Source: an optimization exercise on an open RTL-to-GDS flow (aim: small area). Production flows keep margins and buffers that such runs may drop. In this exercise RTL edits were held to simulation tests only and were not proved equivalent to the original. No activity file was given, so power comes from the tool's default toggle rates.

## flow/design.v (module list and top-level ports; edited modules follow where they fit)
// module eemon_regmap: 100 lines
// module eemon_fmt: 37 lines
// module eemon_quad: 52 lines
// module eemon_button: 50 lines
// module eemon_core: 387 lines
module eemon_core (
  input  wire        clk,
  input  wire        rst,
  input  wire        cmd_valid,
  input  wire [31:0] cmd_data,
  output wire        cmd_ready,
  output reg         rsp_valid,
  output reg  [31:0] rsp_data,
  output wire [5:0]  cs_n,
  output wire [5:0]  cs_oe,
  input  wire [3:0]  cs_in,
  input  wire [2:0]  din,
  output wire        sclk,
  output wire        mosi,
  input  wire        miso,
  input  wire        tick
);
  // ...
==> flow/run.sh <==
#!/bin/bash
# synth_recipe.tcl (not shown) runs the flow's synth.tcl, then flattens the netlist and writes it again
# the make line also repeats each setting of config.mk as NAME=value (left out here)
make -C /OpenROAD-flow-scripts/flow DESIGN_CONFIG=/design/flow/config.mk WORK_HOME=/design/flow/orfs CLKGATE_MAP_FILE= SYNTH_SCRIPT=/design/flow/synth_recipe.tcl finish
==> flow/config.mk <==
export PLATFORM = sky130hd
export DESIGN_NAME = eemon_core
export DESIGN_NICKNAME = eemon_core
export VERILOG_FILES = /design/flow/design.v
export SDC_FILE = /design/flow/constraint.sdc
export NUM_CORES = 4
export LEC_CHECK = 0
export CAP_MARGIN = 20
export CORE_MARGIN = 2
export CORE_UTILIZATION = 40
export PLACE_DENSITY = 0.6
export SLEW_MARGIN = 20
export SYNTH_MEMORY_MAX_BITS = 16384
==> flow/constraint.sdc <==
create_clock -name core_clock -period 12.5 [get_ports {clk}]
set_input_delay 2.5000 -clock core_clock [delete_from_list [all_inputs] [get_ports {clk}]]
set_output_delay 2.5000 -clock core_clock [all_outputs]
set_load 0.01 [all_outputs]
==> run_results.csv, run 1 <==
group,metric,value,unit
timing,period_share,0.944,
power_and_ir_drop,comb_power_share,0.354,
critical_path,path_class,"input pin to flop",
finish,nonClockInverterCount,591,
power_and_ir_drop,ir_worst_vdd,0.117,mV
clock_tree,post-cts-setup-buffer-count,0,
yosys,synth_fa_ha_area_frac,0.119,
finish,areaGrowthSynthToFinish,11.3,%
global_route,top_usage_layer,"met2",
finish,nonClkBufAreaFrac,0.0383,
min_path,min_to,"g_btn[0].u_btn.press_v",
flow_run,maxCapViolations,0,
route,dr_wl_met3,18100,um
timing,rsz0062_at_grt,"false",
critical_path,crit_buf_inv,8,
critical_path,cp-start-kind,"input pin",
timing,hold_viol,0,
floorplanning,num_rows,155,
global_route,use_met2,0.429,
floorplanning,die_w,426,um
outcome,status,"no timing/DRC/antenna violations",
route,first_iter_violations,6328,
critical_path,path_max_fanout,18,
global_route,overflow,0,
power_and_ir_drop,power.combinational.total,3860,uW
yosys,synth_edf_count,202,
route,vias,67800,
place,placed_area,0.0756,mm^2
clock_tree,numCtsBuffers,110,
global_route,grt_pass1_wl,383000,um
place,post-place-ws,-143,ps
==> module eemon_quad, before the edit <==
module eemon_quad (
  input  wire        clk,
  input  wire        rst,
  input  wire        ev,           
  input  wire [1:0]  cur,          
  output reg  [1:0]  prev_pins,
  output reg  [31:0] sub_inc,
  output reg  [31:0] inv_cnt,
  output reg  [31:0] value
);
  reg        jump;
  reg [31:0] dir;
  reg [31:0] s_n;
  reg [31:0] i_n;
  reg [35:0] salvage;
  reg [35:0] t;
  always @* begin
    jump = (prev_pins ^ cur) == 2'b11;
    case ({prev_pins, cur})
      4'd13, 4'd4, 4'd2, 4'd11: dir = 32'd1;
      4'd14, 4'd8, 4'd1, 4'd7:  dir = 32'hFFFF_FFFF;
      default:                  dir = 32'd0;
    endcase
    s_n = jump ? sub_inc : sub_inc + dir;
    i_n = jump ? inv_cnt + 32'd1 : inv_cnt;
    if (s_n == 32'd0)
      salvage = 36'd0;
    else if (s_n[31])
      salvage = 36'd0 - {3'b000, i_n, 1'b0};
    else
      salvage = {3'b000, i_n, 1'b0};
    t = {{4{s_n[31]}}, s_n} + salvage;
  end
  always @(posedge clk) begin
    if (rst) begin
      prev_pins <= 2'b11;
      sub_inc   <= 32'd0;
      inv_cnt   <= 32'd0;
      value     <= 32'd0;
    end else if (ev && cur != prev_pins) begin
      prev_pins <= cur;
      if (cur == 2'b11) begin
        value   <= value + t[33:2];
        sub_inc <= 32'd0;
        inv_cnt <= 32'd0;
      end else begin
        sub_inc <= s_n;
        inv_cnt <= i_n;
      end
    end
  end
endmodule
==> inputs of run 2 (changes only) <==
==> flow/design.v (replaced) <==
module eemon_regmap (
  input  wire [7:0]  idx,
  output wire [20:0] entry
);
  assign entry[20] = (~idx[7] & ~idx[5] & ~idx[3] & idx[2] & idx[1])
      | (~idx[7] & ~idx[6] & idx[3] & ~idx[2] & ~idx[1] & ~idx[0])
      | (~idx[7] & ~idx[6] & ~idx[5] & idx[4] & ~idx[3] & idx[2] & ~idx[0])
      | (~idx[7] & ~idx[6] & ~idx[5] & idx[4] & idx[2] & idx[1] & idx[0])
      | (idx[7] & ~idx[6] & idx[4] & ~idx[3] & idx[1] & idx[0])
      | (idx[7] & ~idx[6] & idx[5] & ~idx[4] & ~idx[3] & ~idx[2] & ~idx[0])
      | (~idx[7] & ~idx[6] & idx[5] & ~idx[4] & ~idx[3] & idx[1] & idx[0])
      | (idx[7] & ~idx[6] & idx[5] & ~idx[4] & idx[2] & ~idx[1] & idx[0])
      | (idx[7] & ~idx[6] & idx[5] & ~idx[4] & ~idx[3] & idx[1] & ~idx[0])
      | (idx[7] & ~idx[6] & idx[5] & idx[4] & idx[2] & ~idx[1] & ~idx[0])
      | (~idx[7] & ~idx[6] & idx[5] & idx[4] & idx[3] & ~idx[2])
      | (~idx[7] & ~idx[6] & idx[5] & idx[4] & idx[3] & idx[1] & ~idx[0])
      | (idx[7] & idx[6] & ~idx[5] & ~idx[4] & ~idx[3] & ~idx[2] & idx[1])
      | (~idx[7] & idx[6] & ~idx[5] & ~idx[4] & ~idx[3] & idx[2] & ~idx[0])
      | (~idx[7] & idx[6] & ~idx[5] & idx[3] & ~idx[2] & idx[1])
      | (idx[7] & idx[6] & ~idx[5] & ~idx[4] & idx[3] & idx[2] & idx[1])
      | (idx[7] & idx[6] & ~idx[5] & idx[4] & ~idx[3] & idx[2] & ~idx[1] & ~idx[0])
      | (~idx[7] & idx[6] & idx[5] & ~idx[4] & ~idx[3] & ~idx[2] & ~idx[1])
      | (idx[7] & idx[6] & idx[5] & ~idx[4] & idx[2] & ~idx[1] & ~idx[0])
      | (idx[6] & idx[5] & ~idx[4] & idx[3] & idx[2] & ~idx[1] & ~idx[0])
      | (idx[7] & idx[6] & idx[5] & idx[4] & ~idx[3] & ~idx[2] & ~idx[1] & ~idx[0])
      | (~idx[7] & idx[5] & idx[4] & ~idx[3] & ~idx[2] & idx[1] & ~idx[0])
      | (idx[7] & idx[5] & idx[4] & ~idx[3] & idx[1] & idx[0])
      | (~idx[7] & idx[6] & idx[5] & idx[4] & ~idx[3] & idx[2] & ~idx[1])
      | (idx[7] & idx[6] & idx[5] & idx[4] & idx[3] & idx[2] & idx[1])
      | (idx[7] & idx[6] & idx[3] & idx[2] & ~idx[1] & idx[0])
      | (idx[7] & ~idx[6] & ~idx[5] & ~idx[4] & idx[3] & idx[0])
      | (~idx[7] & ~idx[6] & idx[4] & ~idx[2] & ~idx[1] & idx[0])
      | (~idx[6] & idx[4] & idx[3] & ~idx[2] & idx[1] & ~idx[0])
      | (~idx[7] & idx[6] & ~idx[5] & idx[4] & idx[3] & ~idx[0])
      | (idx[6] & ~idx[5] & ~idx[4] & ~idx[3] & idx[1] & idx[0])
      | (idx[7] & idx[5] & ~idx[4] & idx[3] & ~idx[1] & idx[0])
      | (idx[7] & ~idx[5] & ~idx[4] & ~idx[3] & ~idx[2] & ~idx[1] & idx[0])
      | (idx[6] & idx[5] & ~idx[4] & idx[3] & ~idx[2] & idx[1] & idx[0])
      | (idx[7] & ~idx[6] & ~idx[5] & idx[4] & idx[2] & idx[1] & ~idx[0])
      | (~idx[7] & ~idx[6] & idx[5] & idx[4] & ~idx[3] & idx[2] & idx[0])
      | (~idx[7] & ~idx[6] & idx[5] & idx[3] & ~idx[2] & ~idx[1])
      | (~idx[6] & idx[5] & idx[4] & ~idx[2] & idx[1] & ~idx[0])
      | (idx[7] & idx[5] & idx[3] & idx[2] & ~idx[1] & idx[0])
      | (~idx[6] & ~idx[5] & ~idx[4] & ~idx[3] & ~idx[2] & ~idx[1] & idx[0])
      | (idx[6] & ~idx[5] & idx[4] & idx[3] & idx[2] & ~idx[1] & idx[0])
      | (~idx[7] & ~idx[5] & ~idx[4] & idx[3] & ~idx[2] & idx[1] & idx[0]);
  assign entry[4] = (~idx[6] & ~idx[5] & idx[4] & ~idx[1])
      | (~idx[6] & idx[5] & ~idx[4] & idx[3] & idx[2])
      | (~idx[7] & idx[5] & idx[1] & ~idx[0])
      | (~idx[7] & idx[4] & ~idx[3] & idx[1])
      | (~idx[6] & ~idx[5] & ~idx[4] & idx[1])
      | (~idx[7] & idx[6] & ~idx[4] & ~idx[1])
      | (~idx[5] & ~idx[4] & ~idx[2] & idx[1] & idx[0])
      | (~idx[6] & idx[5] & idx[4] & ~idx[3] & idx[2])
      | (~idx[6] & ~idx[3] & ~idx[2] & idx[1] & idx[0])
      | (idx[7] & idx[3] & idx[2] & idx[1] & ~idx[0])
      | (idx[7] & idx[6] & idx[3] & ~idx[2])
      | (~idx[7] & idx[4] & ~idx[3] & ~idx[0])
      | (~idx[6] & ~idx[3] & ~idx[1] & ~idx[0])
      | (idx[7] & ~idx[5] & idx[4] & idx[3] & ~idx[1])
      | (~idx[5] & idx[3] & ~idx[2] & ~idx[1] & idx[0]);
  assign entry[5] = (~idx[7] & ~idx[6] & ~idx[5] & idx[4] & idx[0])
      | (~idx[7] & ~idx[4] & ~idx[2] & ~idx[1])
      | (idx[6] & ~idx[5] & idx[4] & ~idx[0])
      | (~idx[6] & idx[5] & ~idx[4] & idx[2])
      | (idx[6] & ~idx[5] & ~idx[4] & idx[2] & idx[0])
      | (~idx[6] & idx[5] & idx[4] & ~idx[3] & ~idx[2])
      | (idx[3] & idx[2] & ~idx[1] & ~idx[0])
      | (~idx[5] & idx[4] & idx[3] & ~idx[2] & idx[1])
      | (~idx[6] & ~idx[4] & ~idx[3] & ~idx[1])
      | (~idx[7] & ~idx[4] & ~idx[3] & idx[1] & ~idx[0])
      | (idx[7] & idx[5] & ~idx[3] & idx[2] & idx[1])
      | (~idx[6] & idx[5] & ~idx[4] & ~idx[1])
      | (~idx[5] & idx[4] & ~idx[3] & ~idx[1])
      | (idx[7] & ~idx[5] & idx[4] & ~idx[3] & ~idx[0])
      | (idx[6] & ~idx[5] & idx[3] & ~idx[2] & idx[0])
      | (idx[6] & idx[5] & idx[4] & idx[3] & ~idx[1])
      | (idx[7] & idx[6] & idx[3] & ~idx[2] & idx[1]);
  assign entry[6] = (idx[4] & ~idx[3] & idx[2] & ~idx[0])
      | (~idx[6] & ~idx[4] & ~idx[3] & idx[0])
      | (idx[7] & ~idx[5] & ~idx[4] & idx[1] & idx[0])
      | (~idx[7] & ~idx[3] & idx[1] & ~idx[0])
      | (idx[7] & idx[6] & idx[4] & idx[3])
      | (~idx[6] & idx[3] & idx[2] & idx[1])
      | (~idx[7] & ~idx[6] & ~idx[5] & ~idx[0])
      | (idx[5] & idx[4] & ~idx[3] & ~idx[2] & idx[0])
      | (idx[7] & idx[6] & idx[5] & ~idx[3] & ~idx[1])
      | (~idx[7] & idx[5] & ~idx[3] & idx[1])
      | (~idx[7] & ~idx[6] & ~idx[4] & ~idx[0])
      | (~idx[7] & ~idx[3] & ~idx[2] & idx[1])
      | (idx[6] & idx[4] & ~idx[2] & idx[0])
      | (idx[7] & ~idx[5] & ~idx[3] & idx[2])
      | (idx[7] & idx[5] & idx[3] & ~idx[2] & ~idx[0])
      | (idx[7] & idx[6] & idx[5] & ~idx[2] & ~idx[1])
      | (idx[5] & idx[4] & ~idx[2] & ~idx[1] & idx[0]);
  assign entry[7] = (~idx[6] & ~idx[4] & ~idx[1] & idx[0])
      | (~idx[7] & idx[6] & ~idx[5] & ~idx[4])
      | (~idx[6] & idx[5] & ~idx[4] & ~idx[0])
      | (~idx[7] & ~idx[5] & idx[4] & ~idx[2] & ~idx[0])
      | (~idx[7] & idx[6] & idx[5] & idx[2])
      | (~idx[7] & ~idx[6] & idx[5] & idx[1] & ~idx[0])
      | (idx[5] & idx[4] & ~idx[3] & ~idx[2] & idx[0])
      | (idx[7] & ~idx[4] & ~idx[2] & idx[1] & idx[0])
      | (~idx[6] & ~idx[3] & ~idx[1] & ~idx[0])
      | (idx[5] & ~idx[4] & idx[3] & idx[2])
      | (~idx[7] & idx[3] & idx[2] & idx[0])
      | (idx[7] & ~idx[6] & idx[2] & idx[1] & ~idx[0])
      | (idx[6] & ~idx[4] & idx[3] & idx[1] & idx[0])
      | (idx[7] & idx[6] & idx[5] & idx[4] & ~idx[3])
      | (idx[7] & ~idx[6] & ~idx[1] & idx[0])
      | (~idx[7] & ~idx[5] & ~idx[4] & idx[2] & idx[0])
      | (~idx[5] & idx[4] & idx[3] & ~idx[2] & ~idx[1]);
  assign entry[8] = (idx[5] & idx[4] & idx[2] & ~idx[0])
      | (~idx[7] & ~idx[4] & idx[3] & idx[1])
      | (~idx[4] & ~idx[3] & ~idx[1] & ~idx[0])
      | (~idx[6] & idx[4] & ~idx[3] & ~idx[2] & idx[1])
      | (idx[7] & idx[4] & ~idx[1] & idx[0])
      | (~idx[7] & ~idx[6] & ~idx[4] & ~idx[0])
      | (~idx[7] & idx[6] & ~idx[3] & idx[1] & idx[0])
      | (~idx[7] & idx[6] & idx[4] & idx[2] & ~idx[0])
      | (idx[6] & ~idx[5] & ~idx[4] & ~idx[2] & idx[0])
      | (~idx[6] & ~idx[5] & idx[4] & idx[3] & ~idx[1])
      | (idx[7] & ~idx[4] & ~idx[1] & ~idx[0])
      | (~idx[7] & idx[3] & idx[2] & idx[1])
      | (~idx[4] & ~idx[3] & idx[2] & ~idx[1])
      | (~idx[7] & ~idx[6] & idx[5] & idx[1] & ~idx[0])
      | (idx[6] & idx[4] & ~idx[3] & idx[2] & idx[1])
      | (idx[7] & idx[6] & ~idx[2] & ~idx[1] & idx[0]);
  assign entry[9] = (idx[7] & ~idx[3] & idx[2] & idx[1])
      | (~idx[5] & ~idx[4] & idx[3] & ~idx[2])
      | (~idx[7] & ~idx[6] & ~idx[5] & idx[4] & ~idx[3])
      | (idx[7] & idx[2] & idx[1] & ~idx[0])
      | (idx[5] & idx[4] & idx[3] & ~idx[2] & idx[1])
      | (idx[6] & idx[5] & ~idx[3] & idx[1])
      | (idx[7] & ~idx[4] & ~idx[3] & idx[2])
      | (idx[6] & ~idx[4] & ~idx[3] & ~idx[1] & idx[0])
      | (~idx[7] & idx[4] & idx[2] & ~idx[1] & ~idx[0])
      | (~idx[7] & idx[4] & ~idx[3] & idx[1] & idx[0])
      | (~idx[7] & ~idx[5] & ~idx[2] & idx[1] & ~idx[0])
      | (idx[5] & idx[4] & ~idx[2] & ~idx[1] & idx[0])
      | (~idx[4] & idx[3] & ~idx[2] & ~idx[0])
      | (idx[7] & idx[5] & idx[4] & idx[3] & ~idx[0])
      | (idx[7] & idx[4] & ~idx[3] & idx[1] & ~idx[0])
      | (~idx[6] & ~idx[5] & ~idx[3] & idx[2] & idx[0])
      | (idx[6] & idx[5] & idx[4] & idx[3] & ~idx[1])
      | (~idx[7] & ~idx[5] & idx[3] & idx[2] & ~idx[1])
      | (idx[7] & ~idx[6] & idx[5] & idx[3] & ~idx[2])
      | (idx[6] & ~idx[5] & ~idx[4] & ~idx[1] & idx[0]);
  assign entry[10] = (idx[3] & ~idx[2] & idx[1] & idx[0])
      | (idx[5] & ~idx[4] & ~idx[2] & ~idx[1])
      | (~idx[7] & idx[6] & idx[2] & idx[1])
      | (~idx[7] & idx[4] & ~idx[3] & idx[2] & ~idx[1])
      | (~idx[4] & idx[3] & idx[2] & ~idx[1] & idx[0])
      | (~idx[6] & ~idx[2] & idx[1] & idx[0])
      | (~idx[7] & ~idx[6] & ~idx[5] & idx[1] & ~idx[0])
      | (idx[6] & idx[5] & idx[3] & idx[0])
      | (idx[6] & idx[4] & idx[3] & ~idx[1] & ~idx[0])
      | (idx[7] & idx[6] & ~idx[4] & ~idx[3] & idx[2])
      | (idx[7] & ~idx[6] & idx[5] & idx[2] & idx[1])
      | (~idx[4] & idx[3] & ~idx[2] & idx[1])
      | (~idx[6] & ~idx[4] & idx[3] & idx[2])
      | (idx[7] & ~idx[6] & ~idx[5] & ~idx[3] & ~idx[2])
      | (idx[4] & idx[3] & idx[2] & ~idx[1] & ~idx[0])
      | (~idx[7] & ~idx[5] & idx[4] & ~idx[3] & idx[1]);
  assign entry[11] = (idx[6] & ~idx[4] & idx[2] & idx[0])
      | (~idx[6] & idx[4] & ~idx[2] & idx[0])
      | (~idx[7] & idx[6] & idx[5] & ~idx[0])
      | (~idx[7] & ~idx[6] & idx[4] & idx[3] & idx[1])
      | (~idx[5] & ~idx[4] & idx[2] & idx[0])
      | (idx[7] & ~idx[6] & ~idx[3] & ~idx[2] & ~idx[0])
      | (~idx[7] & ~idx[5] & ~idx[1] & idx[0])
      | (idx[6] & ~idx[5] & ~idx[4] & ~idx[1])
      | (~idx[4] & ~idx[3] & idx[2] & idx[0])
      | (idx[7] & ~idx[5] & ~idx[2] & idx[1] & idx[0])
      | (idx[7] & ~idx[5] & idx[4] & ~idx[2])
      | (~idx[7] & ~idx[6] & ~idx[5] & idx[4] & idx[0])
      | (idx[7] & idx[4] & ~idx[3] & idx[1] & ~idx[0])
      | (idx[7] & ~idx[6] & idx[3] & ~idx[1] & ~idx[0])
      | (idx[6] & idx[4] & ~idx[3] & idx[1] & ~idx[0]);
  assign entry[12] = (~idx[7] & idx[4] & idx[3] & idx[0])
      | (idx[7] & idx[4] & idx[2] & ~idx[0])
      | (idx[6] & idx[4] & idx[1] & idx[0])
      | (idx[7] & idx[6] & idx[5] & idx[3] & ~idx[1])
      | (~idx[7] & ~idx[5] & idx[4] & ~idx[3] & idx[1])
      | (~idx[6] & idx[4] & idx[3] & ~idx[2] & ~idx[1])
      | (idx[7] & ~idx[6] & idx[5] & ~idx[3] & ~idx[1])
      | (idx[7] & idx[6] & idx[2] & idx[1] & idx[0])
      | (~idx[5] & idx[4] & ~idx[3] & ~idx[2] & idx[1])
      | (~idx[7] & ~idx[4] & idx[3] & idx[1] & ~idx[0])
      | (idx[4] & idx[3] & idx[2] & ~idx[1] & ~idx[0])
      | (idx[6] & ~idx[5] & ~idx[4] & ~idx[2] & ~idx[1])
      | (~idx[6] & ~idx[5] & ~idx[3] & idx[1] & ~idx[0])
      | (~idx[5] & idx[3] & ~idx[2] & ~idx[1] & idx[0])
      | (~idx[7] & idx[5] & idx[3] & idx[1] & idx[0])
      | (~idx[7] & ~idx[5] & ~idx[3] & ~idx[2] & idx[1]);
  assign entry[13] = (idx[6] & ~idx[4] & idx[2] & idx[0])
      | (idx[7] & idx[5] & idx[4] & ~idx[1])
      | (~idx[5] & idx[3] & ~idx[2] & idx[1] & ~idx[0])
      | (~idx[4] & ~idx[3] & idx[2] & ~idx[1])
      | (~idx[7] & idx[5] & ~idx[4] & idx[1])
      | (idx[7] & ~idx[6] & idx[2] & idx[1] & idx[0])
      | (~idx[5] & ~idx[4] & idx[3] & ~idx[0])
      | (idx[7] & ~idx[5] & idx[3] & ~idx[2])
      | (idx[4] & idx[3] & ~idx[2] & ~idx[1] & idx[0])
      | (idx[7] & idx[5] & idx[4] & idx[3] & ~idx[0])
      | (idx[6] & ~idx[5] & ~idx[4] & idx[3])
      | (~idx[7] & ~idx[6] & idx[5] & idx[2] & ~idx[1])
      | (~idx[7] & idx[6] & idx[2] & idx[1] & idx[0])
      | (idx[5] & ~idx[3] & idx[2] & ~idx[1] & ~idx[0])
      | (~idx[6] & idx[4] & idx[3] & idx[2] & idx[0])
      | (idx[7] & ~idx[5] & ~idx[4] & idx[1] & idx[0])
      | (idx[7] & ~idx[6] & idx[4] & ~idx[3] & idx[2]);
  assign entry[14] = (~idx[7] & idx[4] & ~idx[1] & idx[0])
      | (~idx[7] & ~idx[6] & ~idx[4] & ~idx[3])
      | (idx[7] & idx[6] & idx[5] & idx[3] & idx[0])
      | (~idx[7] & idx[6] & idx[2] & ~idx[1])
      | (idx[7] & ~idx[6] & idx[5] & idx[4] & ~idx[0])
      | (idx[6] & ~idx[5] & idx[2] & idx[1] & idx[0])
      | (idx[7] & ~idx[5] & ~idx[2] & idx[1] & idx[0])
      | (idx[5] & ~idx[3] & idx[2] & ~idx[0])
      | (~idx[6] & idx[5] & idx[3] & ~idx[1] & ~idx[0])
      | (~idx[6] & idx[4] & idx[3] & idx[1] & idx[0])
      | (~idx[7] & idx[4] & ~idx[3] & idx[2] & idx[1] & ~idx[0])
      | (idx[6] & idx[5] & idx[4] & idx[3])
      | (idx[6] & ~idx[5] & ~idx[4] & ~idx[3] & ~idx[1])
      | (idx[7] & ~idx[6] & ~idx[5] & idx[4] & idx[0])
      | (~idx[5] & idx[3] & ~idx[2] & ~idx[1] & idx[0])
      | (idx[6] & ~idx[5] & ~idx[4] & idx[3] & ~idx[2] & idx[0]);
  assign entry[15] = (~idx[4] & ~idx[2] & ~idx[0])
      | (~idx[7] & idx[4] & ~idx[1] & idx[0])
      | (idx[5] & ~idx[3] & ~idx[2] & idx[1])
      | (idx[6] & idx[4] & idx[3] & idx[1])
      | (~idx[7] & ~idx[5] & ~idx[4] & ~idx[0])
      | (idx[7] & ~idx[4] & ~idx[3] & idx[1])
      | (idx[7] & ~idx[6] & ~idx[4] & idx[1])
      | (idx[7] & idx[4] & ~idx[3] & idx[2] & ~idx[1])
      | (~idx[5] & idx[4] & idx[3] & idx[2] & ~idx[0])
      | (~idx[7] & ~idx[6] & idx[2] & idx[1] & ~idx[0])
      | (idx[7] & idx[5] & idx[1] & ~idx[0])
      | (~idx[7] & ~idx[3] & ~idx[2] & idx[1])
      | (idx[6] & idx[5] & idx[4] & idx[3])
      | (~idx[7] & idx[6] & idx[4] & idx[0])
      | (~idx[6] & ~idx[5] & ~idx[4] & idx[2] & idx[1])
      | (~idx[7] & idx[5] & idx[4] & ~idx[3] & idx[0])
      | (~idx[7] & ~idx[5] & idx[4] & ~idx[2] & idx[1])
      | (idx[6] & idx[3] & ~idx[2] & ~idx[1] & idx[0])
      | (idx[7] & ~idx[5] & ~idx[3] & idx[2] & idx[0]);
  assign entry[16] = (idx[4] & ~idx[3] & ~idx[2])
      | (idx[6] & idx[3] & ~idx[2] & idx[1])
      | (idx[5] & ~idx[4] & ~idx[3] & ~idx[0])
      | (~idx[5] & idx[4] & idx[2] & ~idx[1])
      | (~idx[7] & ~idx[4] & ~idx[2] & idx[1])
      | (idx[7] & idx[6] & idx[1] & ~idx[0])
      | (~idx[6] & idx[5] & ~idx[4] & idx[3] & idx[0])
      | (~idx[7] & ~idx[4] & idx[2] & ~idx[1])
      | (idx[7] & ~idx[6] & ~idx[3] & idx[1] & idx[0])
      | (~idx[5] & idx[4] & ~idx[1] & idx[0])
      | (~idx[6] & ~idx[4] & idx[2] & ~idx[0])
      | (idx[6] & ~idx[5] & idx[4] & idx[0])
      | (~idx[6] & ~idx[4] & ~idx[2] & idx[1])
      | (idx[6] & idx[5] & idx[3] & idx[1])
      | (idx[7] & idx[6] & ~idx[4] & ~idx[3] & idx[2])
      | (~idx[7] & idx[5] & idx[4] & ~idx[3] & idx[1])
      | (idx[4] & idx[3] & idx[2] & ~idx[1] & ~idx[0]);
  assign entry[17] = (~idx[5] & ~idx[4] & ~idx[1] & idx[0])
      | (~idx[6] & ~idx[5] & ~idx[2] & idx[1])
      | (idx[5] & ~idx[4] & ~idx[3] & ~idx[0])
      | (idx[6] & ~idx[5] & idx[4] & idx[1])
      | (idx[7] & idx[5] & idx[4] & idx[2] & ~idx[1])
      | (~idx[7] & ~idx[4] & ~idx[2] & idx[1] & idx[0])
      | (idx[7] & idx[6] & ~idx[3] & idx[2])
      | (~idx[4] & idx[2] & idx[1] & ~idx[0])
      | (~idx[7] & idx[3] & ~idx[2] & ~idx[1] & idx[0])
      | (~idx[6] & ~idx[5] & idx[4] & idx[3] & ~idx[0])
      | (~idx[7] & ~idx[6] & ~idx[5] & ~idx[3] & idx[2] & idx[0])
      | (idx[5] & ~idx[3] & idx[2] & ~idx[0])
      | (~idx[6] & idx[3] & idx[2] & ~idx[1])
      | (idx[6] & idx[4] & ~idx[2] & idx[0])
      | (idx[7] & ~idx[6] & idx[5] & idx[4] & idx[2])
      | (idx[5] & idx[4] & ~idx[2] & ~idx[1] & idx[0]);
  assign entry[18] = (idx[5] & ~idx[4] & ~idx[2])
      | (~idx[7] & idx[5] & ~idx[1])
      | (~idx[4] & ~idx[3] & ~idx[0])
      | (idx[7] & ~idx[6] & ~idx[2] & idx[0])
      | (idx[7] & idx[6] & ~idx[5] & ~idx[1])
      | (idx[6] & idx[5] & ~idx[3] & idx[1])
      | (~idx[7] & ~idx[5] & ~idx[2] & idx[1] & ~idx[0])
      | (idx[7] & ~idx[6] & ~idx[3] & ~idx[1])
      | (idx[7] & idx[4] & ~idx[1] & idx[0])
      | (idx[7] & ~idx[6] & idx[5] & ~idx[2])
      | (~idx[7] & ~idx[3] & idx[2] & idx[1] & ~idx[0])
      | (~idx[7] & ~idx[6] & ~idx[5] & ~idx[4] & idx[1])
      | (idx[7] & idx[6] & ~idx[3] & idx[2])
      | (idx[3] & ~idx[2] & ~idx[1] & idx[0])
      | (~idx[7] & idx[5] & idx[4] & ~idx[3] & idx[2]);
  assign entry[19] = (~idx[7] & ~idx[6] & idx[3] & ~idx[0])
      | (idx[7] & idx[6] & ~idx[3] & ~idx[2])
      | (idx[7] & ~idx[2] & ~idx[1] & idx[0])
      | (idx[6] & ~idx[4] & ~idx[3] & ~idx[0])
      | (idx[7] & ~idx[6] & idx[5] & ~idx[2] & idx[1])
      | (~idx[7] & ~idx[4] & idx[2] & idx[0])
      | (~idx[7] & idx[6] & idx[5] & idx[1])
      | (idx[5] & idx[4] & ~idx[2] & ~idx[1])
      | (~idx[6] & ~idx[5] & idx[4] & idx[3] & idx[2])
      | (idx[6] & ~idx[4] & idx[2] & ~idx[1] & idx[0])
      | (~idx[7] & idx[6] & idx[4] & ~idx[3] & idx[0])
      | (~idx[7] & idx[5] & idx[2] & idx[1])
      | (~idx[6] & idx[4] & idx[3] & ~idx[2] & ~idx[1])
      | (idx[6] & idx[4] & ~idx[2] & idx[1] & ~idx[0])
      | (idx[7] & ~idx[5] & idx[4] & idx[3] & ~idx[1])
      | (idx[7] & idx[5] & idx[4] & ~idx[3] & ~idx[0])
      | (~idx[5] & idx[3] & idx[2] & ~idx[1] & ~idx[0])
      | (~idx[7] & ~idx[6] & ~idx[5] & idx[4] & idx[1] & ~idx[0]);
  assign entry[0] = (idx[4] & idx[3] & idx[2] & ~idx[0])
      | (idx[5] & ~idx[3] & idx[1] & ~idx[0])
      | (idx[7] & ~idx[6] & idx[3] & ~idx[1])
      | (~idx[6] & ~idx[5] & idx[4] & ~idx[3] & idx[0])
      | (idx[7] & ~idx[4] & ~idx[3] & idx[2])
      | (idx[6] & ~idx[5] & idx[4] & idx[3] & idx[0])
      | (~idx[6] & idx[3] & ~idx[2] & idx[1] & idx[0])
      | (~idx[7] & ~idx[5] & idx[4] & ~idx[1] & ~idx[0])
      | (idx[7] & idx[6] & ~idx[5] & idx[1] & idx[0])
      | (~idx[7] & idx[5] & ~idx[4] & ~idx[2] & ~idx[0])
      | (idx[7] & idx[5] & idx[1] & ~idx[0])
      | (~idx[7] & idx[4] & ~idx[3] & ~idx[2])
      | (~idx[7] & idx[6] & idx[2] & ~idx[1] & idx[0])
      | (idx[5] & ~idx[4] & idx[2] & ~idx[1] & idx[0])
      | (idx[7] & idx[4] & ~idx[3] & idx[1] & ~idx[0])
      | (~idx[7] & idx[5] & idx[4] & idx[2] & idx[1]);
  assign entry[1] = (~idx[6] & ~idx[5] & idx[4] & idx[0])
      | (idx[7] & ~idx[2] & idx[1] & idx[0])
      | (~idx[6] & ~idx[4] & ~idx[3] & idx[2])
      | (idx[7] & idx[6] & ~idx[1] & ~idx[0])
      | (~idx[7] & ~idx[4] & ~idx[1] & idx[0])
      | (~idx[5] & idx[4] & idx[2] & idx[0])
      | (~idx[6] & idx[4] & idx[3] & ~idx[1] & ~idx[0])
      | (idx[7] & idx[6] & ~idx[3] & ~idx[2])
      | (~idx[7] & idx[6] & idx[4] & ~idx[3] & idx[1])
      | (idx[6] & ~idx[5] & idx[2] & ~idx[1] & ~idx[0])
      | (~idx[6] & idx[4] & idx[2] & ~idx[1] & idx[0])
      | (idx[5] & ~idx[4] & idx[1] & ~idx[0])
      | (~idx[7] & ~idx[6] & ~idx[5] & idx[4] & idx[3])
      | (idx[7] & ~idx[6] & idx[5] & ~idx[2] & idx[0])
      | (idx[7] & idx[6] & idx[5] & ~idx[4] & idx[2]);
  assign entry[2] = (~idx[6] & ~idx[5] & idx[2] & ~idx[1])
      | (~idx[7] & ~idx[5] & ~idx[2] & idx[1] & idx[0])
      | (idx[5] & ~idx[4] & idx[3] & ~idx[0])
      | (idx[5] & idx[2] & idx[1] & ~idx[0])
      | (idx[6] & idx[5] & idx[4] & ~idx[3] & idx[2])
      | (idx[7] & ~idx[6] & idx[5] & idx[4] & ~idx[2])
      | (~idx[6] & ~idx[4] & ~idx[3] & idx[2] & idx[0])
      | (idx[6] & idx[4] & ~idx[2] & ~idx[1])
      | (~idx[6] & idx[5] & ~idx[2] & ~idx[1] & ~idx[0])
      | (idx[7] & idx[6] & ~idx[4] & ~idx[2] & idx[1] & idx[0])
      | (~idx[7] & ~idx[6] & idx[4] & idx[2] & ~idx[0])
      | (idx[7] & ~idx[5] & idx[4] & idx[3] & ~idx[1])
      | (idx[6] & idx[5] & ~idx[4] & idx[3] & idx[2])
      | (~idx[7] & ~idx[5] & idx[3] & ~idx[2] & idx[0]);
  assign entry[3] = (~idx[7] & idx[6] & ~idx[4] & idx[2] & idx[0])
      | (~idx[7] & idx[5] & idx[3] & ~idx[2] & idx[1] & ~idx[0])
      | (~idx[5] & ~idx[4] & idx[3] & ~idx[2] & ~idx[0])
      | (~idx[7] & idx[5] & ~idx[4] & ~idx[2] & idx[1])
      | (~idx[6] & ~idx[4] & idx[3] & idx[2] & idx[1])
      | (idx[7] & ~idx[6] & ~idx[5] & ~idx[3] & ~idx[1])
      | (idx[6] & ~idx[5] & ~idx[4] & idx[3] & ~idx[1])
      | (~idx[7] & idx[5] & idx[4] & idx[3] & ~idx[1] & idx[0]);
endmodule
module eemon_fmt (
  input  wire [3:0]  tag,
  input  wire        enc,          
  input  wire [31:0] x,
  output wire [31:0] y,
  output reg         repr,         
  output reg  [2:0]  nbytes        
);
  reg [4:0] keep;
  reg [4:0] fill;
  reg       sb;
  always @* begin
    fill = 5'b00000;
    sb   = x[23];
    if (enc) begin
      case (tag)
        4'd0, 4'd1, 4'd2, 4'd5, 4'd6, 4'd7, 4'd8: keep = 5'b11111;
        4'd3:    keep = 5'b00001;
        4'd4:    keep = 5'b00011;
        default: keep = 5'b00000;
      endcase
    end else begin
      case (tag)
        4'd0:    keep = 5'b00001;
        4'd1:    keep = 5'b00011;
        4'd2:    keep = 5'b11111;
        4'd3:    begin keep = 5'b00001; fill = 5'b11110; sb = x[7];  end
        4'd4:    begin keep = 5'b00011; fill = 5'b11100; sb = x[15]; end
        4'd5:    keep = 5'b11111;
        4'd6:    keep = 5'b00111;
        4'd7:    begin keep = 5'b00111; fill = 5'b11000; end
        4'd8:    keep = 5'b01111;
        default: keep = 5'b00000;
      endcase
    end
  end
  wire [31:0] km = {{4{keep[4]}}, {4{keep[3]}}, {8{keep[2]}}, {8{keep[1]}}, {8{keep[0]}}};
  wire [31:0] fm = {{4{fill[4]}}, {4{fill[3]}}, {8{fill[2]}}, {8{fill[1]}}, {8{fill[0]}}};
  assign y = (x & km) | ({32{sb}} & fm);
  always @* begin
    case (tag)
      4'd0, 4'd3: nbytes = 3'd1;
      4'd1, 4'd4: nbytes = 3'd2;
      default:    nbytes = 3'd4;
    endcase
    case (tag)
      4'd0:    repr = x[31:8] == 24'd0;
      4'd1:    repr = x[31:16] == 16'd0;
      4'd2:    repr = 1'b1;
      4'd3:    repr = (x[31:7] == 25'd0) || (x[31:7] == {25{1'b1}});
      4'd4:    repr = (x[31:15] == 17'd0) || (x[31:15] == {17{1'b1}});
      4'd5:    repr = 1'b1;
      4'd6:    repr = x[31:24] == 8'd0;
      4'd7:    repr = (x[31:23] == 9'd0) || (x[31:23] == {9{1'b1}});
      4'd8:    repr = (x[31:28] == 4'd0) &&
                      ((x[27:23] == 5'd0) || (x[27:23] == 5'b11111));
      default: repr = 1'b0;
    endcase
  end
endmodule
module eemon_quad (
  input  wire        clk,
  input  wire        rst,
  input  wire        ev,           
  input  wire [1:0]  cur,          
  output reg  [1:0]  prev_pins,
  output reg  [31:0] sub_inc,
  output reg  [31:0] inv_cnt,
  output reg  [31:0] value
);
  wire       jump = (prev_pins ^ cur) == 2'b11;
  reg        fwd;
  always @* begin
    case ({prev_pins, cur})
      4'd13, 4'd4, 4'd2, 4'd11: fwd = 1'b1;
      default:                  fwd = 1'b0;
    endcase
  end
  wire [32:0] cs, ci;
  assign cs[0] = !jump;
  assign ci[0] = jump;
  genvar k;
  generate
    for (k = 0; k < 32; k = k + 1) begin : g_cnt
      assign cs[k+1] = cs[k] & (sub_inc[k] ^ ~fwd);
      assign ci[k+1] = ci[k] & inv_cnt[k];
    end
  endgenerate
  wire [31:0] s_n = sub_inc ^ cs[31:0];
  wire [31:0] i_n = inv_cnt ^ ci[31:0];
  wire        jmp    = (prev_pins == 2'b00);
  wire        s_is0  = (sub_inc == 32'd0);
  wire        s_is1  = (sub_inc == 32'd1);
  wire        s_ism1 = (sub_inc == 32'hFFFF_FFFF);
  wire        z_n    = prev_pins[1] ? s_ism1 : (prev_pins[0] ? s_is1 : s_is0);
  wire        neg    = prev_pins[1] ? (sub_inc[31] && !s_ism1) :
                       (prev_pins[0] ? (sub_inc[31] || s_is0) : sub_inc[31]);
  wire        i_wrap = jmp && (inv_cnt == 32'hFFFF_FFFF);
  wire        cneg   = neg && !i_wrap;
  wire        pos    = !neg && !z_n && !i_wrap;
  wire [33:0] x   = {1'b0, inv_cnt, 1'b0};
  wire [33:0] a   = {value, 2'b00};
  wire [33:0] b   = {{2{s_n[31]}}, s_n};
  wire [33:0] c   = cneg ? {~x[33:1], !jmp} : (pos ? x : 34'd0);
  wire        ci1 = pos ? jmp : (cneg && !jmp);
  wire        ci2 = pos && jmp;
  wire [33:0] ps  = a ^ b ^ c;
  wire [33:0] pc  = {((a[32:0] & b[32:0]) | (a[32:0] & c[32:0]) | (b[32:0] & c[32:0])), ci1};
  wire [33:0] t;
  eemon_bk34 u_add (.a(ps), .b(pc), .ci(ci2), .s(t));
  always @(posedge clk) begin
    if (rst) begin
      prev_pins <= 2'b11;
      sub_inc   <= 32'd0;
      inv_cnt   <= 32'd0;
      value     <= 32'd0;
    end else if (ev && cur != prev_pins) begin
      prev_pins <= cur;
      if (cur == 2'b11) begin
        value   <= t[33:2];
        sub_inc <= 32'd0;
        inv_cnt <= 32'd0;
      end else begin
        sub_inc <= s_n;
        inv_cnt <= i_n;
      end
    end
  end
endmodule
module eemon_bk34 (
  input  wire [33:0] a,
  input  wire [33:0] b,
  input  wire        ci,
  output wire [33:0] s
);
  wire [33:0] p = a ^ b;
  wire [33:0] g = a & b;
  wire g0c = g[0] | (p[0] & ci);
  wire G0 = g[1] | (p[1] & g0c);
  wire P0 = p[1] & p[0];
  wire G1 = g[3] | (p[3] & g[2]);
  wire P1 = p[3] & p[2];
  wire G2 = g[5] | (p[5] & g[4]);
  wire P2 = p[5] & p[4];
  wire G3 = g[7] | (p[7] & g[6]);
  wire P3 = p[7] & p[6];
  wire G4 = g[9] | (p[9] & g[8]);
  wire P4 = p[9] & p[8];
  wire G5 = g[11] | (p[11] & g[10]);
  wire P5 = p[11] & p[10];
  wire G6 = g[13] | (p[13] & g[12]);
  wire P6 = p[13] & p[12];
  wire G7 = g[15] | (p[15] & g[14]);
  wire P7 = p[15] & p[14];
  wire G8 = g[17] | (p[17] & g[16]);
  wire P8 = p[17] & p[16];
  wire G9 = g[19] | (p[19] & g[18]);
  wire P9 = p[19] & p[18];
  wire G10 = g[21] | (p[21] & g[20]);
  wire P10 = p[21] & p[20];
  wire G11 = g[23] | (p[23] & g[22]);
  wire P11 = p[23] & p[22];
  wire G12 = g[25] | (p[25] & g[24]);
  wire P12 = p[25] & p[24];
  wire G13 = g[27] | (p[27] & g[26]);
  wire P13 = p[27] & p[26];
  wire G14 = g[29] | (p[29] & g[28]);
  wire P14 = p[29] & p[28];
  wire G15 = g[31] | (p[31] & g[30]);
  wire P15 = p[31] & p[30];
  wire G16 = g[33] | (p[33] & g[32]);
  wire P16 = p[33] & p[32];
  wire G17 = G1 | (P1 & G0);
  wire P17 = P1 & P0;
  wire G18 = G3 | (P3 & G2);
  wire P18 = P3 & P2;
  wire G19 = G5 | (P5 & G4);
  wire P19 = P5 & P4;
  wire G20 = G7 | (P7 & G6);
  wire P20 = P7 & P6;
  wire G21 = G9 | (P9 & G8);
  wire P21 = P9 & P8;
  wire G22 = G11 | (P11 & G10);
  wire P22 = P11 & P10;
  wire G23 = G13 | (P13 & G12);
  wire P23 = P13 & P12;
  wire G24 = G15 | (P15 & G14);
  wire P24 = P15 & P14;
  wire G25 = G18 | (P18 & G17);
  wire P25 = P18 & P17;
  wire G26 = G20 | (P20 & G19);
  wire P26 = P20 & P19;
  wire G27 = G22 | (P22 & G21);
  wire P27 = P22 & P21;
  wire G28 = G24 | (P24 & G23);
  wire P28 = P24 & P23;
  wire G29 = G26 | (P26 & G25);
  wire P29 = P26 & P25;
  wire G30 = G28 | (P28 & G27);
  wire P30 = P28 & P27;
  wire G31 = G30 | (P30 & G29);
  wire P31 = P30 & P29;
  wire G32 = G27 | (P27 & G29);
  wire P32 = P27 & P29;
  wire G33 = G19 | (P19 & G25);
  wire P33 = P19 & P25;
  wire G34 = G21 | (P21 & G29);
  wire P34 = P21 & P29;
  wire G35 = G23 | (P23 & G32);
  wire P35 = P23 & P32;
  wire G36 = G2 | (P2 & G17);
  wire P36 = P2 & P17;
  wire G37 = G4 | (P4 & G25);
  wire P37 = P4 & P25;
  wire G38 = G6 | (P6 & G33);
  wire P38 = P6 & P33;
  wire G39 = G8 | (P8 & G29);
  wire P39 = P8 & P29;
  wire G40 = G10 | (P10 & G34);
  wire P40 = P10 & P34;
  wire G41 = G12 | (P12 & G32);
  wire P41 = P12 & P32;
  wire G42 = G14 | (P14 & G35);
  wire P42 = P14 & P35;
  wire G43 = G16 | (P16 & G31);
  wire P43 = P16 & P31;
  wire G44 = g[2] | (p[2] & G0);
  wire P44 = p[2] & P0;
  wire G45 = g[4] | (p[4] & G17);
  wire P45 = p[4] & P17;
  wire G46 = g[6] | (p[6] & G36);
  wire P46 = p[6] & P36;
  wire G47 = g[8] | (p[8] & G25);
  wire P47 = p[8] & P25;
  wire G48 = g[10] | (p[10] & G37);
  wire P48 = p[10] & P37;
  wire G49 = g[12] | (p[12] & G33);
  wire P49 = p[12] & P33;
  wire G50 = g[14] | (p[14] & G38);
  wire P50 = p[14] & P38;
  wire G51 = g[16] | (p[16] & G29);
  wire P51 = p[16] & P29;
  wire G52 = g[18] | (p[18] & G39);
  wire P52 = p[18] & P39;
  wire G53 = g[20] | (p[20] & G34);
  wire P53 = p[20] & P34;
  wire G54 = g[22] | (p[22] & G40);
  wire P54 = p[22] & P40;
  wire G55 = g[24] | (p[24] & G32);
  wire P55 = p[24] & P32;
  wire G56 = g[26] | (p[26] & G41);
  wire P56 = p[26] & P41;
  wire G57 = g[28] | (p[28] & G35);
  wire P57 = p[28] & P35;
  wire G58 = g[30] | (p[30] & G42);
  wire P58 = p[30] & P42;
  wire G59 = g[32] | (p[32] & G31);
  wire P59 = p[32] & P31;
  assign s = p ^ {G59, G31, G58, G42, G57, G35, G56, G41, G55, G32, G54, G40, G53, G34, G52, G39, G51, G29, G50, G38, G49, G33, G48, G37, G47, G25, G46, G36, G45, G17, G44, G0, g0c, ci};
endmodule
module eemon_button #(
  parameter [30:0] DEBOUNCE_DEFAULT = 31'd20
) (
  input  wire        clk,
  input  wire        rst,
  input  wire        ev,           
  input  wire        lvl,          
  input  wire        tick,
  input  wire        set_win,      
  input  wire [30:0] set_val,
  input  wire        drain,        
  output reg  [31:0] pending
);
  reg [30:0] window;
  reg [31:0] since_rel;
  reg [31:0] since_press;
  reg        press_v;
  reg        rel_v;
  wire        rel_ev = ev && lvl;
  wire [31:0] w1 = {1'b0, window};
  wire [31:0] w2 = {window, 1'b0};
  wire [32:0] ge_r, ge_p;
  assign ge_r[0] = 1'b1;
  assign ge_p[0] = 1'b1;
  genvar i;
  generate
    for (i = 0; i < 32; i = i + 1) begin : g_ge
      assign ge_r[i+1] = (since_rel[i]   & ~w1[i]) | ((since_rel[i]   | ~w1[i]) & ge_r[i]);
      assign ge_p[i+1] = (since_press[i] & ~w2[i]) | ((since_press[i] | ~w2[i]) & ge_p[i]);
    end
  endgenerate
  wire rel_ok   = !rel_v   || ge_r[32];
  wire press_ok = !press_v || ge_p[32];
  wire accept   = ev && !lvl && rel_ok && press_ok;
  wire [31:0] br = rel_ev ? 32'd0 : since_rel;
  wire [31:0] bp = accept ? 32'd0 : since_press;
  wire [32:0] cr, cp;
  assign cr[0] = tick;
  assign cp[0] = tick;
  generate
    for (i = 0; i < 32; i = i + 1) begin : g_inc
      assign cr[i+1] = br[i] & cr[i];
      assign cp[i+1] = bp[i] & cp[i];
    end
  endgenerate
  wire [31:0] nr = br ^ cr[31:0];
  wire [31:0] np = bp ^ cp[31:0];
  wire [31:0] bq = drain ? 32'd0 : pending;
  wire [32:0] cq;
  assign cq[0] = accept;
  generate
    for (i = 0; i < 32; i = i + 1) begin : g_pend
      assign cq[i+1] = bq[i] & cq[i];
    end
  endgenerate
  wire [31:0] nq = (bq ^ cq[31:0]) | {32{cq[32]}};
  always @(posedge clk) begin
    since_rel   <= nr;
    since_press <= np;
    if (rst) begin
      press_v <= 1'b0;
      rel_v   <= 1'b0;
      pending <= 32'd0;
      window  <= DEBOUNCE_DEFAULT;
    end else begin
      if (rel_ev)
        rel_v <= 1'b1;
      if (accept)
        press_v <= 1'b1;
      pending <= nq;
      if (set_win)
        window <= set_val;
    end
  end
endmodule
module eemon_core (
  input  wire        clk,
  input  wire        rst,
  input  wire        cmd_valid,
  input  wire [31:0] cmd_data,
  output wire        cmd_ready,
  output reg         rsp_valid,
  output wire [31:0] rsp_data,
  output wire [5:0]  cs_n,
  output wire [5:0]  cs_oe,
  input  wire [3:0]  cs_in,
  input  wire [2:0]  din,
  output wire        sclk,
  output wire        mosi,
  input  wire        miso,
  input  wire        tick
);
  localparam [7:0] RW_FLAG_READ  = 8'h80;
  localparam [7:0] RW_FLAG_WRITE = 8'h00;
  localparam       STATUS_ACTIVE_LEVEL = 1'b0;
  localparam [7:0] OP_BEGIN = 8'h01, OP_END   = 8'h02, OP_XCHG  = 8'h03,
                   OP_GSET  = 8'h04, OP_GRD   = 8'h05, OP_STAT  = 8'h06,
                   OP_ECLR  = 8'h07, OP_IRQT  = 8'h08, OP_RDREG = 8'h10,
                   OP_WRREG = 8'h11, OP_FDEC  = 8'h12, OP_FENC  = 8'h13,
                   OP_QREAD = 8'h20, OP_QSTAT = 8'h21, OP_BREAD = 8'h30,
                   OP_BDOWN = 8'h31, OP_BSETD = 8'h32;
  localparam [3:0] S_IDLE  = 4'd0,  S_OPND  = 4'd1,  S_EXEC  = 4'd2,
                   S_DRAIN = 4'd3,  S_ZRESP = 4'd4,  S_BEGA  = 4'd5,
                   S_BEGB  = 4'd6,  S_CSA   = 4'd7,  S_FETCH = 4'd8,
                   S_TX    = 4'd9,  S_RX    = 4'd10, S_CSD   = 4'd11,
                   S_ENDA  = 4'd12, S_ENDB  = 4'd13, S_DONE  = 4'd14;
  reg [3:0]  st;
  reg [31:0] cmd_r;
  reg        active;
  reg [7:0]  depth;
  reg        dual_out;             
  reg [5:0]  gate_r;               
  reg        irq_flag;
  reg [5:0]  err;
  reg [2:0]  last_res;
  reg [7:0]  kb;                   
  reg [3:0]  bc;                   
  reg [31:0] rxsr;
  reg [1:0]  q_prev_obs;
  reg [3:0]  b_prev_obs;
  reg        s_prev_obs;
  wire [9:0] gate_en = {gate_r[5], 4'd0, gate_r[4:0]};
  wire [7:0] op  = cmd_r[31:24];
  wire [3:0] fu  = cmd_r[23:20];
  wire [3:0] ft  = cmd_r[19:16];
  wire [7:0] fa  = cmd_r[15:8];
  wire [7:0] fb  = cmd_r[7:0];
  wire       cs_on  = (st == S_FETCH) || (st == S_TX) || (st == S_RX) || (st == S_CSD);
  wire [5:0] cs_drv;
  genvar gc;
  generate
    for (gc = 0; gc < 6; gc = gc + 1) begin : g_cs
      assign cs_drv[gc] = !(cs_on && fu[2:0] == gc);
    end
  endgenerate
  wire [3:0] obs_cs  = dual_out ? cs_drv[3:0] : cs_in;
  wire [1:0] q_cur   = {obs_cs[0], obs_cs[1]};
  wire [3:0] b_lvl   = {din[1], din[0], obs_cs[3], obs_cs[2]};
  wire       s_lvl   = din[2];
  wire       ev_q    = (q_cur != q_prev_obs) && !(gate_en[0] && active);
  wire [3:0] ev_b;
  assign ev_b[0] = (b_lvl[0] != b_prev_obs[0]) && !(gate_en[1] && active);
  assign ev_b[1] = (b_lvl[1] != b_prev_obs[1]) && !(gate_en[2] && active);
  assign ev_b[2] = (b_lvl[2] != b_prev_obs[2]) && !(gate_en[3] && active);
  assign ev_b[3] = (b_lvl[3] != b_prev_obs[3]) && !(gate_en[4] && active);
  wire       ev_s    = (s_lvl != s_prev_obs) && !(gate_en[9] && active);
  wire       irq_set = ev_s && (s_lvl == STATUS_ACTIVE_LEVEL);
  wire [20:0] rm_entry;
  eemon_regmap u_regmap (.idx(fa), .entry(rm_entry));
  wire        rm_valid = rm_entry[20];
  wire [15:0] rm_addr  = rm_entry[19:4];
  wire [3:0]  rm_tag   = rm_entry[3:0];
  wire is_reg_cmd = (op == OP_RDREG) || (op == OP_WRREG);
  wire [3:0]  fmt_tag = is_reg_cmd ? rm_tag : ft;
  wire        fmt_enc = (op == OP_FENC) || (op == OP_WRREG);
  wire [31:0] fmt_y;
  wire        fmt_repr;
  wire [2:0]  fmt_n;
  eemon_fmt u_fmt (.tag(fmt_tag), .enc(fmt_enc), .x(rxsr),
                   .y(fmt_y), .repr(fmt_repr), .nbytes(fmt_n));
  wire exec = (st == S_EXEC);
  wire [1:0]  q_prev;
  wire [31:0] q_sub, q_inv, q_val;
  eemon_quad u_quad (.clk(clk), .rst(rst), .ev(ev_q), .cur(q_cur),
                     .prev_pins(q_prev), .sub_inc(q_sub), .inv_cnt(q_inv), .value(q_val));
  reg        defined, rsv_bad, needs_op;
  always @* begin
    case (op)
      OP_BEGIN, OP_END, OP_GRD, OP_STAT, OP_IRQT, OP_QREAD:
                           begin defined = 1'b1; rsv_bad = cmd_r[23:0] != 24'd0; end
      OP_XCHG:             begin defined = 1'b1; rsv_bad = ft != 4'd0; end
      OP_RDREG, OP_WRREG:  begin defined = 1'b1; rsv_bad = (ft != 4'd0) || (fb != 8'd0); end
      OP_FDEC, OP_FENC:    begin defined = 1'b1; rsv_bad = (fu != 4'd0) || (cmd_r[15:0] != 16'd0); end
      OP_QSTAT:            begin defined = 1'b1; rsv_bad = cmd_r[23:8] != 16'd0; end
      OP_BREAD, OP_BDOWN, OP_BSETD:
                           begin defined = 1'b1; rsv_bad = cmd_r[19:0] != 20'd0; end
      OP_GSET:             begin defined = 1'b1; rsv_bad = cmd_r[23:10] != 14'd0; end
      OP_ECLR:             begin defined = 1'b1; rsv_bad = cmd_r[23:6] != 18'd0; end
      default:             begin defined = 1'b0; rsv_bad = 1'b0; end
    endcase
  end
  wire [7:0] in_op = cmd_data[31:24];
  always @* needs_op = (in_op == OP_WRREG) || (in_op == OP_FDEC) ||
                       (in_op == OP_FENC)  || (in_op == OP_BSETD);
  reg [2:0] ecode;
  always @* begin
    ecode = 3'd0;
    if (!defined || rsv_bad)
      ecode = 3'd1;
    else begin
      case (op)
        OP_BEGIN: if (depth == 8'd255) ecode = 3'd6;
        OP_END:   if (depth == 8'd0)   ecode = 3'd5;
        OP_XCHG:  if (fu >= 4'd6)      ecode = 3'd3;
        OP_RDREG: if (fu >= 4'd6)      ecode = 3'd3;
                  else if (!rm_valid)  ecode = 3'd2;
        OP_WRREG: if (fu >= 4'd6)      ecode = 3'd3;
                  else if (!rm_valid)  ecode = 3'd2;
                  else if (!fmt_repr)  ecode = 3'd4;
        OP_FDEC:  if (ft > 4'd8)       ecode = 3'd3;
        OP_FENC:  if (ft > 4'd8)       ecode = 3'd3;
                  else if (!fmt_repr)  ecode = 3'd4;
        OP_QSTAT: if (fb > 8'd2)       ecode = 3'd3;
        OP_BREAD, OP_BDOWN:
                  if (fu >= 4'd4)      ecode = 3'd3;
        OP_BSETD: if (fu >= 4'd4)      ecode = 3'd3;
                  else if (rxsr[31])   ecode = 3'd4;
        default:  ecode = 3'd0;
      endcase
    end
  end
  wire one_rsp = (op == OP_GRD)   || (op == OP_STAT)  || (op == OP_IRQT)  ||
                 (op == OP_QREAD) || (op == OP_QSTAT) || (op == OP_BREAD) ||
                 (op == OP_BDOWN) || (op == OP_RDREG) || (op == OP_FDEC)  ||
                 (op == OP_FENC);
  wire        ok_cmd    = exec && (ecode == 3'd0);
  wire [3:0]  bsel      = 4'd1 << fu[1:0];
  wire [31:0] b_pend [0:3];
  genvar gb;
  generate
    for (gb = 0; gb < 4; gb = gb + 1) begin : g_btn
      eemon_button u_btn (
        .clk(clk), .rst(rst), .ev(ev_b[gb]), .lvl(b_lvl[gb]), .tick(tick),
        .set_win(ok_cmd && op == OP_BSETD && bsel[gb]), .set_val(rxsr[30:0]),
        .drain(ok_cmd && op == OP_BREAD && bsel[gb]),
        .pending(b_pend[gb]));
    end
  endgenerate
  wire [31:0] stat_word = {4'd0, 1'b0, last_res, 2'd0, err, depth, 4'd0,
                           irq_flag, s_lvl, depth != 8'd0, active};
  reg [31:0] rsp_val;
  always @* begin
    case (op)
      OP_GRD:   rsp_val = {22'd0, gate_en};
      OP_STAT:  rsp_val = stat_word;
      OP_IRQT:  rsp_val = {31'd0, irq_flag};
      OP_QREAD: rsp_val = q_val;
      OP_QSTAT: rsp_val = (fb == 8'd0) ? {30'd0, q_prev} : (fb == 8'd1) ? q_sub : q_inv;
      OP_BREAD: rsp_val = b_pend[fu[1:0]];
      OP_BDOWN: rsp_val = {31'd0, ~b_lvl[fu[1:0]]};
      OP_FDEC,
      OP_FENC:  rsp_val = fmt_y;
      default:  rsp_val = 32'd0;
    endcase
  end
  wire is_xchg  = (op == OP_XCHG);
  wire is_rdreg = (op == OP_RDREG);
  wire byte_end = (bc == 4'd15);
  wire [7:0] wlen = is_xchg ? fa : (is_rdreg ? 8'd3 : 8'd3 + {5'd0, fmt_n});
  wire [7:0] rlen = is_xchg ? fb : (is_rdreg ? {5'd0, fmt_n} : 8'd0);
  wire [7:0] len_m1    = ((st == S_TX) || (st == S_DRAIN) ? wlen : rlen) - 8'd1;
  wire       last_byte = (kb == len_m1);
  wire       last_word = (kb[7:2] == len_m1[7:2]);
  wire [1:0] dbyte = is_xchg ? ~kb[1:0] : (fmt_n[1:0] + 2'd2 - kb[1:0]);
  wire [7:0] tx_byte_d = rxsr[{dbyte, 3'b000} +: 8];
  reg  [7:0] tx_byte;
  always @* begin
    if (is_xchg || kb > 8'd2) tx_byte = tx_byte_d;
    else case (kb[1:0])
      2'd0:    tx_byte = is_rdreg ? RW_FLAG_READ : RW_FLAG_WRITE;
      2'd1:    tx_byte = rm_addr[15:8];
      default: tx_byte = rm_addr[7:0];
    endcase
  end
  wire tx_bit = tx_byte[~bc[3:1]];
  wire       rx_part = is_xchg && (fb[1:0] != 2'd0) && (kb[7:2] == fb[7:2]);
  wire [3:0] rx_act;
  wire [31:0] rx_next;
  genvar gr;
  generate
    for (gr = 0; gr < 4; gr = gr + 1) begin : g_rxb
      assign rx_act[gr] = !rx_part || ({1'b0, fb[1:0]} + gr >= 4);
    end
    for (gr = 0; gr < 32; gr = gr + 1) begin : g_rx
      if (gr == 0) begin : g_lsb
        assign rx_next[gr] = rx_act[0] && miso;
      end else if (gr % 8 == 0) begin : g_byte
        assign rx_next[gr] = rx_act[gr/8] && (rx_act[gr/8-1] ? rxsr[gr-1] : miso);
      end else begin : g_bit
        assign rx_next[gr] = rx_act[gr/8] && rxsr[gr-1];
      end
    end
  endgenerate
  assign cmd_ready = (st == S_IDLE) || (st == S_OPND) || (st == S_DRAIN) || (st == S_FETCH);
  assign cs_n      = cs_drv;
  assign cs_oe     = {2'b11, {4{dual_out}}};
  assign sclk      = ((st == S_TX) || (st == S_RX)) && bc[0];
  assign mosi      = (st == S_TX) && tx_bit;
  assign rsp_data  = rxsr;
  always @(posedge clk) begin
    if (rst) begin
      st         <= S_IDLE;
      active     <= 1'b0;
      depth      <= 8'd0;
      dual_out   <= 1'b0;
      gate_r     <= 6'b000111;
      irq_flag   <= 1'b0;
      err        <= 6'd0;
      last_res   <= 3'd0;
      rsp_valid  <= 1'b0;
      q_prev_obs <= {cs_in[0], cs_in[1]};
      b_prev_obs <= {din[1], din[0], cs_in[3], cs_in[2]};
      s_prev_obs <= din[2];
    end else begin
      q_prev_obs <= q_cur;
      b_prev_obs <= b_lvl;
      s_prev_obs <= s_lvl;
      if (irq_set)
        irq_flag <= 1'b1;
      rsp_valid <= 1'b0;
      case (st)
        S_IDLE: begin
          if (cmd_valid) begin
            cmd_r <= cmd_data;
            st    <= needs_op ? S_OPND : S_EXEC;
          end
        end
        S_OPND: begin
          if (cmd_valid) begin
            rxsr   <= cmd_data;
            st     <= S_EXEC;
          end
        end
        S_EXEC: begin
          st <= S_IDLE;
          kb <= 8'd0;
          if (ecode != 3'd0) begin
            err[ecode - 3'd1] <= 1'b1;
            last_res          <= ecode;
            rxsr              <= 32'd0;
            if (defined && one_rsp)
              rsp_valid <= 1'b1;
            if (is_xchg) begin
              if (fa != 8'd0)      st <= S_DRAIN;
              else if (fb != 8'd0) st <= S_ZRESP;
            end
          end else begin
            if (op != OP_STAT)
              last_res <= 3'd0;
            if (one_rsp && op != OP_RDREG) begin
              rsp_valid <= 1'b1;
              rxsr      <= rsp_val;
            end
            case (op)
              OP_BEGIN: begin
                if (depth == 8'd0) st <= S_BEGA;
                else               depth <= depth + 8'd1;
              end
              OP_END: begin
                if (depth == 8'd1) st <= S_ENDA;
                else               depth <= depth - 8'd1;
              end
              OP_GSET: gate_r <= {cmd_r[9], cmd_r[4:0]};
              OP_ECLR: err    <= err & ~cmd_r[5:0];
              OP_IRQT: if (!irq_set) irq_flag <= 1'b0;
              OP_XCHG, OP_RDREG, OP_WRREG:
                st <= (depth == 8'd0) ? S_BEGA : S_CSA;
              default: ;
            endcase
          end
        end
        S_DRAIN: begin
          if (cmd_valid) begin
            kb <= kb + 8'd4;
            if (last_word) begin
              kb <= 8'd0;
              st <= (fb != 8'd0) ? S_ZRESP : S_IDLE;
            end
          end
        end
        S_ZRESP: begin
          rsp_valid <= 1'b1;
          kb        <= kb + 8'd4;
          if (last_word)
            st <= S_IDLE;
        end
        S_BEGA: begin
          active <= 1'b1;
          if (op == OP_BEGIN)
            depth <= 8'd1;
          st <= S_BEGB;
        end
        S_BEGB: begin
          dual_out <= 1'b1;
          st <= (op == OP_BEGIN) ? S_DONE : S_CSA;
        end
        S_CSA: begin
          kb   <= 8'd0;
          bc   <= 4'd0;
          if (wlen != 8'd0)      st <= is_xchg ? S_FETCH : S_TX;
          else if (rlen != 8'd0) st <= S_RX;
          else                   st <= S_CSD;
        end
        S_FETCH: begin
          if (cmd_valid) begin
            rxsr <= cmd_data;
            st <= S_TX;
          end
        end
        S_TX: begin
          bc <= bc + 4'd1;
          if (byte_end) begin
            if (!last_byte) begin
              kb <= kb + 8'd1;
              st <= (is_xchg && kb[1:0] == 2'd3) ? S_FETCH : S_TX;
            end else begin
              kb <= 8'd0;
              st <= (rlen != 8'd0) ? S_RX : S_CSD;
            end
          end
        end
        S_RX: begin
          bc <= bc + 4'd1;
          if (!bc[0])
            rxsr <= rx_next;
          if (byte_end) begin
            if (is_xchg && kb[1:0] == 2'd3)
              rsp_valid <= 1'b1;
            kb <= kb + 8'd1;
            st <= last_byte ? S_CSD : S_RX;
          end
        end
        S_CSD: begin
          st <= (depth == 8'd0) ? S_ENDA : S_DONE;
        end
        S_ENDA: begin
          dual_out <= 1'b0;
          st <= S_ENDB;
        end
        S_ENDB: begin
          active <= 1'b0;
          if (op == OP_END)
            depth <= 8'd0;
          st <= S_DONE;
        end
        S_DONE: begin
          last_res <= 3'd0;
          if (op == OP_RDREG) begin
            rsp_valid <= 1'b1;
            rxsr      <= fmt_y;
          end else if (is_xchg && fb[1:0] != 2'd0)
            rsp_valid <= 1'b1;
          st <= S_IDLE;
        end
        default: st <= S_IDLE;
      endcase
    end
  end
endmodule
==> flow/config.mk (replaced) <==
export PLATFORM = sky130hd
export DESIGN_NAME = eemon_core
export DESIGN_NICKNAME = eemon_core
export VERILOG_FILES = /design/flow/design.v
export SDC_FILE = /design/flow/constraint.sdc
export NUM_CORES = 4
export LEC_CHECK = 0
export ABC_AREA = 1
export CAP_MARGIN = 0
export CORE_MARGIN = 2
export CORE_UTILIZATION = 60
export CTS_BUF_LIST = sky130_fd_sc_hd__clkbuf_8
export CTS_CLUSTER_SIZE = 30
export PLACE_DENSITY = 0.7
export SLEW_MARGIN = 0
export SYNTH_MEMORY_MAX_BITS = 16384
==> run 2 against run 1 <==
Effect of this change:
- still clean on timing, DRC and antenna
- global-route usage is 13 points higher
- sequential power is 27% lower
- count of clock-buffer cells in the layout is 17 higher
- critical path type is now flop to flop
- critical endpoint is now g_btn[3].u_btn.pending[0]
==> run_results.csv, run 2 <==
group,metric,value,unit
outcome,status,"no timing/DRC/antenna violations",
yosys,synth_area_leaders,"dfxtp_1 (29%), ha_1 (13%), nand2_1 (12%)",
clock_tree,post-cts-setup-buffer-count,0,
power_and_ir_drop,pwr-share-seq,0.425,
power_and_ir_drop,power_density,122,mW/mm^2
floorplanning,die_h,277,um
clock_tree,numCtsBuffers,131,
global_route,grt_pass1_wl,236000,um
min_path,min_path_type,"flop to flop",
power_and_ir_drop,ir_worst_vdd,0.148,mV
global_route,overflow,0,
route,vias,43300,
critical_path,path_class,"flop to flop",
power_and_ir_drop,leakagePower,0.0249,uW
critical_path,rrSetupSlack,630,ps
critical_path,slowest_delay,1040,ps
timing,rsz0062_at_grt,"false",
yosys,synth-async-reset-ratio,0,
global_route,grt_max_degree,97,
yosys,syn_avg_cell_area,7.21,um^2
timing,period_share,0.949,
floorplanning,die_w,277,um
timing,hold_viol,0,
critical_path,cp-start-kind,"flop",
yosys,ys.flop_type,"dfxtp_1",
power_and_ir_drop,switchingPower,1990,uW
clock_tree,post_cts_resized,0,
yosys,syn_area,0.0448,mm^2
route,first_iter_violations,5210,
global_route,grt_pass1_vias,40400,
critical_path,path_max_fanout,31,
power_and_ir_drop,comb_power_share,0.203,
critical_path,worstSetupEndpointType,"flop",
yosys,ys.warnings.count,4,
flow_run,maxCapViolations,0,
global_route,grt_antenna_before_repair,5,
timing,setup_tns,0,ps
critical_path,crit_slowest_cell,"edfxtp_1",
critical_path,crit_buf_inv,9,
yosys,yosys.area.top_type_share,0.291,
floorplanning,start_util,0.604,
timing,min_period,11870,ps
timing,worst_slew_pin_slew,1210,ps
yosys,synth_edf_count,76,
route,vias_per_cell,5.88,
finish,reg.largest.list,"g_btn.u_btn.pending: 128 flops, g_btn.u_btn.since_press: 128 flops, g_btn.u_btn.since_rel: 128 flops",
floorplanning,num_rows,100,
yosys,synth_commonest_cells,"nand2_1 (1432), inv_1 (1135), dfxtp_1 (652), ha_1 (455), a21oi_1 (454)",
finish,areaGrowthSynthToFinish,10.1,%
==> run 2: cell count changes in the layout (fill, tap and decap cells not counted), sizes merged, moves of 100 or more <==
cell,previous run,this run
and3,100,0
nand2,1130,1440
edfxtp,202,76
mux2i,226,1
ha,660,455
o21ai,517,405
a21oi,895,454
inv,603,1211
buf,287,93
a21o,237,1
nor2,783,403
xnor2,283,23
nor3,157,48
==> run 2: power groups by stage <==
stage	combinational (uW)	sequential (uW)	clock, uW
3_3_place_gp	1160	2610	0
3_5_place_dp	1180	2610	0
5_1_grt	1350	2570	2370
2_1_floorplan	855	2570	0
6_report	1220	2560	2250
4_1_cts	1190	2560	2270
==> run 2: worst register-to-register path, delay by kind of cell (launching register included) <==
family / cells / cell delay (ps)
fa+ha+maj: 30 / 5800
compound gates: 9 / 2040
buf+inv: 9 / 1420
simple gates: 9 / 1370
flops: 1 / 1040
==> run 2: cells by family (layout without fill, tap and decap cells) <==
logic type                 Yosys count  in the layout  share of synthesized area
buffers and inverters             1408           1574                      0.119
muxes                                1              1                   0.000223
and+or+nand+nor                   2179           2179                      0.198
other                                1              6                  0.0000836
AOI/OAI and AO/OA                 1314           1314                      0.175
xor gates and xnor gates            89             89                     0.0181
adders and majority gates          502            502                      0.148
DFF                                728            728                      0.342
==> run 2: path summary, 6_finish.rpt <==
check,start,to,cells after the start
worst max-delay path,cmd_r[13],g_btn[3].u_btn.pending[0],57
worst min-delay path,g_btn[0].u_btn.rel_v,g_btn[0].u_btn.rel_v,2
worst max register to register,cmd_r[13],g_btn[3].u_btn.pending[0],57
worst min register to register,g_btn[0].u_btn.rel_v,g_btn[0].u_btn.rel_v,2
==> run 2: layout make-up <==
| class | instances | share of cell area |
|---|---|---|
| Antenna cell | 4 | 0.000203 |
| Timing Repair Buffer | 183 | 0.0327 |
| Clock buffer | 158 | 0.0440 |
| Inverter | 1163 | 0.0885 |
| Tap cell | 969 | 0.0245 |
| Sequential cell | 728 | 0.310 |
| Multi-Input combinational cell | 4087 | 0.491 |
| Clock inverter | 70 | 0.00876 |
==> run 2: metrics by stage <==
stage / util / power, uW / hold WS (ps) / area, um^2 / setup slack (ps)
2_1_floorplan: - / 3420 / 436 / 44800 / 2960
3_3_place_gp: 0.630 / 3770 / 443 / 46800 / 1400
3_5_place_dp: 0.630 / 3790 / 452 / 46800 / 1120
4_1_cts: 0.665 / 6020 / 460 / 49400 / 925
5_1_grt: 0.666 / 6290 / 489 / 49400 / 92.4
6_report: 0.666 / 6040 / 460 / 49400 / 633
==> run 2: layer usage <==
layer  vias up  share of wire  global-route usage
met4         0          0.068               0.246
met5         -              0                   0
met1     20000           0.40               0.512
met3       556           0.11               0.103
met2      2342           0.42               0.602
li1      20500              -                   -

Setup slack of run 2, layout unchanged: 0.633 ns with ideal ports, 0.633 ns with driving cells assumed (clock clkbuf_16, inputs buf_2), 0.633 ns with port delays also shifted by the 0.865 ns mid clock arrival.
